From an optimization exercise on the open Yosys and OpenROAD flow, aimed at small area, a short achievable clock period and few clock cycles per item; shortcuts taken in it are not production practice. Only simulation tests tie the RTL to the original design; equivalence was not proved.

==> design.v <==
module pll_udiv #(
    parameter NW = 32,   
    parameter DW = 7     
) (
    input  wire [NW-1:0] n,
    input  wire [DW-1:0] d,
    output wire [NW-1:0] q,
    output wire [DW-1:0] r
);
    wire [DW-1:0] rem [0:NW];
    assign rem[0] = {DW{1'b0}};
    genvar i;
    generate
        for (i = 0; i < NW; i = i + 1) begin : g_stage
            wire [DW:0] trial = {rem[i], n[NW-1-i]};
            wire [DW:0] diff  = trial - {1'b0, d};
            assign q[NW-1-i] = ~diff[DW];
            assign rem[i+1]  = diff[DW] ? trial[DW-1:0] : diff[DW-1:0];
        end
    endgenerate
    assign r = rem[NW];
endmodule
module pll_search (
    input  wire        clk,
    input  wire        rst,         
    input  wire        start,       
    input  wire        calc,        
    input  wire        ext,         
    input  wire [31:0] fin,         
    input  wire [31:0] target,      
    output wire        ready,
    output reg         done,        
    output reg         res_valid,   
    output reg  [6:0]  res_n,       
    output reg  [2:0]  res_m,       
    output reg         res_e,       
    output reg  [6:0]  res_div,     
    output reg  [31:0] res_freq,    
    output reg  [31:0] res_err      
);
    localparam [31:0] FIN_MIN   = 32'd12_000_000;
    localparam [31:0] FIN_MAX   = 32'd192_000_000;
    localparam [34:0] FVCO_MIN  = 35'd900_000_000;
    localparam [34:0] FVCO_MAX  = 35'd1_800_000_000;
    localparam [31:0] FPFD_MIN  = 32'd12_000_000;
    localparam [31:0] FPFD_MAX  = 32'd24_000_000;
    localparam [34:0] FPRE_MAX  = 35'd1_039_500_000;
    localparam [2:0] S_IDLE   = 3'd0,
                     S_PAIR   = 3'd1,
                     S_FOUT   = 3'd2,
                     S_DIV    = 3'd3,
                     S_RUNEND = 3'd4;
    reg  [2:0]  state;
    reg  [31:0] fin_r;
    reg  [31:0] target_r;
    reg         calc_r;
    reg         run_e;         
    reg         second_run;    
    reg  [6:0]  np1;           
    reg  [2:0]  mp1;           
    reg  [6:0]  div;           
    reg  [29:0] fpre_r;        
    reg  [27:0] fout_r;        
    reg         best_valid;
    reg  [6:0]  best_n;
    reg  [2:0]  best_m;
    reg  [6:0]  best_div;
    reg  [31:0] best_freq;
    reg  [31:0] best_err;
    reg         r0_valid;
    reg  [6:0]  r0_n;
    reg  [2:0]  r0_m;
    reg  [6:0]  r0_div;
    reg  [31:0] r0_freq;
    reg  [31:0] r0_err;
    assign ready = (state == S_IDLE);
    wire [34:0] prod = fin_r * np1;
    wire [34:0] fvco;
    wire [31:0] fpfd;
    wire [2:0]  unused_r0;
    wire [2:0]  unused_r1;
    pll_udiv #(.NW(35), .DW(3)) u_div_vco (
        .n(prod), .d(mp1), .q(fvco), .r(unused_r0)
    );
    pll_udiv #(.NW(32), .DW(3)) u_div_pfd (
        .n(fin_r), .d(mp1), .q(fpfd), .r(unused_r1)
    );
    wire [34:0] fpre      = run_e ? {1'b0, fvco[34:1]} : fvco;
    wire        pair_ok   = (fvco >= FVCO_MIN) && (fvco <= FVCO_MAX) &&
                            (fpfd >= FPFD_MIN) && (fpfd <= FPFD_MAX) &&
                            (fpre <= FPRE_MAX);
    wire [29:0] fout_full;
    wire [2:0]  unused_r2;
    pll_udiv #(.NW(30), .DW(3)) u_div_post (
        .n(fpre_r), .d(3'd7), .q(fout_full), .r(unused_r2)
    );
    wire [27:0] cand;
    wire [6:0]  unused_r3;
    pll_udiv #(.NW(28), .DW(7)) u_div_out (
        .n(fout_r), .d(div), .q(cand), .r(unused_r3)
    );
    wire [31:0] cand32  = {4'd0, cand};
    wire [31:0] err     = (cand32 >= target_r) ? (cand32 - target_r)
                                               : (target_r - cand32);
    wire        better  = !best_valid || (err < best_err);
    wire        exact   = better && (err == 32'd0);
    wire        last_pair = (np1 == 7'd120) && (mp1 == 3'd7);
    wire        fin_ok    = (fin >= FIN_MIN) && (fin <= FIN_MAX);
    wire        pick_r1   = !r0_valid || (best_valid && (best_err < r0_err));
    always @(posedge clk) begin
        if (rst) begin
            state      <= S_IDLE;
            done       <= 1'b0;
            res_valid  <= 1'b0;
            best_valid <= 1'b0;
            r0_valid   <= 1'b0;
            second_run <= 1'b0;
        end else begin
            done <= 1'b0;
            case (state)
                S_IDLE: begin
                    if (start) begin
                        fin_r      <= fin;
                        target_r   <= target;
                        calc_r     <= calc;
                        run_e      <= calc ? 1'b0 : ext;
                        second_run <= 1'b0;
                        best_valid <= 1'b0;
                        np1        <= 7'd60;
                        mp1        <= 3'd1;
                        state      <= fin_ok ? S_PAIR : S_RUNEND;
                    end
                end
                S_PAIR: begin
                    fpre_r <= fpre[29:0];
                    if (pair_ok) begin
                        state <= S_FOUT;
                    end else if (last_pair) begin
                        state <= S_RUNEND;
                    end else if (mp1 == 3'd7) begin
                        mp1 <= 3'd1;
                        np1 <= np1 + 7'd1;
                    end else begin
                        mp1 <= mp1 + 3'd1;
                    end
                end
                S_FOUT: begin
                    fout_r <= fout_full[27:0];
                    div    <= 7'd1;
                    state  <= S_DIV;
                end
                S_DIV: begin
                    if (better) begin
                        best_valid <= 1'b1;
                        best_n     <= np1 - 7'd1;
                        best_m     <= mp1 - 3'd1;
                        best_div   <= div;
                        best_freq  <= cand32;
                        best_err   <= err;
                    end
                    if (exact) begin
                        state <= S_RUNEND;
                    end else if (div == 7'd64) begin
                        if (last_pair) begin
                            state <= S_RUNEND;
                        end else begin
                            state <= S_PAIR;
                            if (mp1 == 3'd7) begin
                                mp1 <= 3'd1;
                                np1 <= np1 + 7'd1;
                            end else begin
                                mp1 <= mp1 + 3'd1;
                            end
                        end
                    end else begin
                        div <= div + 7'd1;
                    end
                end
                S_RUNEND: begin
                    if (calc_r && !second_run) begin
                        r0_valid   <= best_valid;
                        r0_n       <= best_n;
                        r0_m       <= best_m;
                        r0_div     <= best_div;
                        r0_freq    <= best_freq;
                        r0_err     <= best_err;
                        second_run <= 1'b1;
                        run_e      <= 1'b1;
                        best_valid <= 1'b0;
                        np1        <= 7'd60;
                        mp1        <= 3'd1;
                        state      <= (fin_r >= FIN_MIN && fin_r <= FIN_MAX)
                                      ? S_PAIR : S_RUNEND;
                    end else begin
                        if (calc_r && !pick_r1) begin
                            res_valid <= r0_valid;
                            res_n     <= r0_n;
                            res_m     <= r0_m;
                            res_e     <= 1'b0;
                            res_div   <= r0_div;
                            res_freq  <= r0_freq;
                            res_err   <= r0_err;
                        end else begin
                            res_valid <= best_valid;
                            res_n     <= best_n;
                            res_m     <= best_m;
                            res_e     <= run_e;
                            res_div   <= best_div;
                            res_freq  <= best_freq;
                            res_err   <= best_err;
                        end
                        done  <= 1'b1;
                        state <= S_IDLE;
                    end
                end
                default: state <= S_IDLE;
            endcase
        end
    end
endmodule
==> run.sh <==
#!/bin/bash
# synth_recipe.tcl (not shown) runs the flow's synth.tcl, then flattens the netlist and writes it again
# the make line also repeats each setting of config.mk as NAME=value (left out here)
make -C /OpenROAD-flow-scripts/flow DESIGN_CONFIG=/design/flow/config.mk WORK_HOME=/design/flow/orfs CLKGATE_MAP_FILE= SYNTH_SCRIPT=/design/flow/synth_recipe.tcl finish
==> config.mk <==
export PLATFORM = sky130hd
export DESIGN_NAME = pll_search
export DESIGN_NICKNAME = pll_search
export VERILOG_FILES = /design/flow/design.v
export SDC_FILE = /design/flow/constraint.sdc
export NUM_CORES = 4
export LEC_CHECK = 0
export CAP_MARGIN = 20
export CORE_MARGIN = 2
export CORE_UTILIZATION = 40
export SLEW_MARGIN = 20
==> constraint.sdc <==
create_clock -name core_clock -period 70.0 [get_ports {clk}]
set_input_delay 14.0000 -clock core_clock [delete_from_list [all_inputs] [get_ports {clk}]]
set_output_delay 14.0000 -clock core_clock [all_outputs]
set_load 0.01 [all_outputs]
==> results.txt <==
cell type report:
type,count,area (sq um)
Timing Repair Buffer,246,2270
Antenna cell,1,2.50
Multi-Input combinational cell,4560,36900
Tap cell,1650,2060
Fill cell,12100,69400
Clock inverter,29,289
Clock buffer,55,1210
Inverter,554,2090
Sequential cell,381,11400
metal layers:
metal / share of wire [%] / track usage [%] / vias up
met3: 4.6 / 2.10 / 218
met5: 0.019 / 0 / -
met2: 48 / 36.7 / 965
li1: - / - / 20500
met1: 45 / 27.9 / 20000
met4: 2.7 / 5.88 / 4
logic make-up (layout without fill, tap and decap cells):
logic type	after synthesis	count (layout)	share of synthesized area (%)
flip-flops	381	381	22.4
multiplexers	228	228	4.97
XOR/XNOR	397	397	7.18
buffers and inverters	729	884	5.86
AND/OR/NAND/NOR	1724	1724	18.0
adder cells (fa/ha/maj)	816	816	23.6
AO/OA/AOI/OAI	1387	1389	17.9
other	1	7	0.00741
timing repair:
item	in CTS	in global routing
cloned	1	1
endpoints found under the hold margin	0	0
pin swaps	1	11
gates resized for setup	1	119
setup endpoints to repair	11	129
setup buffers	0	38
per-stage QoR:
step,cell area [sq um],util [%]
global placement,53800,42.9
finish,56200,44.7
global route,56200,44.7
CTS,55300,44.1
floorplan,50700,-
detailed placement,53800,42.9
registers in the layout, summed over array words and instances (netlist names), 28 cells and up:
signal,count
fin_r,32
res_err,32
best_err,32
res_freq,28
fout_r,28
r0_freq,28
fpre_r,30
best_freq,28
r0_err,32
target_r,32
cell usage after synthesis (all sizes together), types with 94 or more instances:
cell type	count
a21o	210
a21oi	383
clkbuf	132
edfxtp	373
fa	235
ha	580
inv	552
mux2	115
mux2i	113
nand2	507
nand2b	119
nand3	95
nor2	306
nor2b	133
nor3	94
o21ai	365
xnor2	234
xor2	154
path summary, 6_finish.rpt:
kind | startpoint | to | slack (ns) | depth (start not counted)
setup reg to reg | np1[1] | state[2] | 4.72 | 288
hold / removal | best_freq[27] | r0_freq[27] | 0.44 | 0
setup / recovery | np1[1] | state[2] | 4.72 | 288
hold reg to reg | best_freq[27] | r0_freq[27] | 0.44 | 0
==> results.txt <==
----------------------------------------------------
[Die]
  Width of the die ... 360 microns
  Area enclosed by the die boundary ... approximately 130,000 sq um
  Overall die height ... 360 microns
  Number of top-level design ports ... 154
  Effective utilization at floorplan ... about two fifths
  Std-Cell Rows ... 130
  Placeable core area ... 126,000 sq um

[Synthesis]
  Post-synth cell types ... 157
  Post-synthesis async set-or-reset flop share ... 0%
  Cell area after synthesis ... 50,600 sq um
  Post-synthesis cell count ... 5,663
  Library cell occupying the most area in the post-synthesis netlist ... edfxtp_1
  Most area-consuming cells after synthesis ... edfxtp_1 22%, ha_1 14%, fa_1 9.3%, inv_1 4.1%, xnor2_1 4.0%
  Mean instance size in the synthesized netlist ... 8.94 sq um
  Area share of the leading cell type in the synthesized netlist ... 22.1%
  Total of warnings raised by yosys ... 5
  EDFF count, synth ... 373
  Synth Flop Type ... edfxtp_1
  Share of synthesized area occupied by flip-flops and latches ... 22.4%
  Total of flip-flops plus latches after synthesis ... 381

[Place]
  Place WS ... -0.00232 ns
  Final estimated routing congestion in global placement ... about 0.97
  Number of placed cells counting well taps ... 7,350
  Post-DP HPWL ... 110,000 microns
  Count of port buffers added during placement ... 149

[Critical path]
  CP most frequent cell ... ha_1
  CP arrival ... 65.81 ns
  Worst stage delay on the critical path ... 0.58 ns
  Startpoint Class ... flop
  Critical path class ... reg -> reg
  Required time at the endpoint of the critical path ... 70.53 ns
  Buffers and inverters on the worst path ... 19
  Kind of end point of the critical path ... flop
  Cell with the biggest individual delay on the critical path ... or4_4
  Gate family responsible for the most delay along the worst path ... simple AND/OR/NAND/NOR gates
  Largest fanout on the critical path ... 30

[Final layout]
  Area growth, synth to finish ... 11.0%
  Fraction of final layout cells with drive strength greater than 1 ... 10.4%
  Final layout net count ... 6,674
  Leading cell type in the layout, fill and taps excluded ... ha_1
  Non-filler cells in the finished layout ... 7,476
  Most used cells in the layout excluding fill and tap cells ... 579 x ha_1, 545 x inv_1, 498 x nand2_1

[STA]
  Achievable clock frequency ... 0.0153 GHz
  Pins Over Slew Limit ... 0
  Post-route fraction of the period consumed by the critical path ... 93.3%
  Minimum clock period ... 65.28 ns
  Worst hold slack across all endpoints ... 0.444 ns
  Final TNS setup ... 0 ns
  Setup slack after layout ... 4.72 ns
  Worst slew margin relative to its limit ... 29.3%
  Transition at the pin with the smallest max-transition slack ... 1.05 ns
  Count of endpoints failing hold in the final timing report ... 0
  Number of failing setup endpoints in the final timing report ... 0
  Worst setup skew after layout ... ~0.058 ns

[Clock tree]
  Total CTS buffers ... 47
  Max H-tree Level ... 2
  Root buffer selected by CTS ... clkbuf_16
  Clk sinks ... 381
  CTS tree ... built
  Hold buffers post-CTS ... 0
  Clock Path Buffers ... 3
  Clock transition at the registers of the reported paths ... around 0.060 ns
  Clock latency at the later pin of the worst-skew pair ... 0.64 ns

[Status]
  Result of the run ... finished clean

[GRT]
  Via count of the first global-routing pass ... ~40,000
  Initial antenna violation count ... 3
  Total global-route track usage ... a little over a fifth
  Global-route wire length before repair ... roughly 220,000 microns
  Largest net degree at the start of global routing ... 75
  Residual overflow from global routing ... 0

[Routing]
  Total via count after detailed routing ... 41,600
  Sum of routed wire length over all layers ... 140,000 microns
  Count of unresolved DRC violations after routing ... 0
  First-pass detailed-route iteration total ... 6
  Detailed router's first-iteration violation count ... 2,585
  Count of nets left with antenna violations after detail routing ... 0
  Via density ... 5.57
  Detail-routed net length per standard cell ... 18.7 microns

[Job]
  Number of maximum-capacitance constraint violations ... 0

[Worst hold path]
  Class of the tightest hold or removal check ... reg -> reg

----------------------------------------------------
Testbench counts, summed over its fixed seeds: cycles 1,916,071, items 320.

## port drivers added, routing unchanged
The flow's constraints put no driver on any port. The routed layout listed below was extracted and timed again, unchanged, in two steps.
Step 1: set_driving_cell puts a clkbuf_16 on clk and a buf_2 on each other input, an assumption about the parent block.
Step 2 times the ports against the registers' clock, not the clock port: input delays grow and output delays shrink by t, the midpoint of the rising clock arrivals with the driver on.
Slacks: ideal ports / drivers / drivers and shift; pairs: ideal ports / drivers.
t (ns): 0.688
slack for setup (ns): 4.715 / 4.715 / 4.715
hold slack, ns: 0.444 / 0.444 / 0.444
worst register clock-pin slew, ns: 0.08 / 0.08
After both steps setup and hold are still met in this run. The setup slack of this run moves by 0.000 ns with the drivers and by 0.000 ns with both steps.
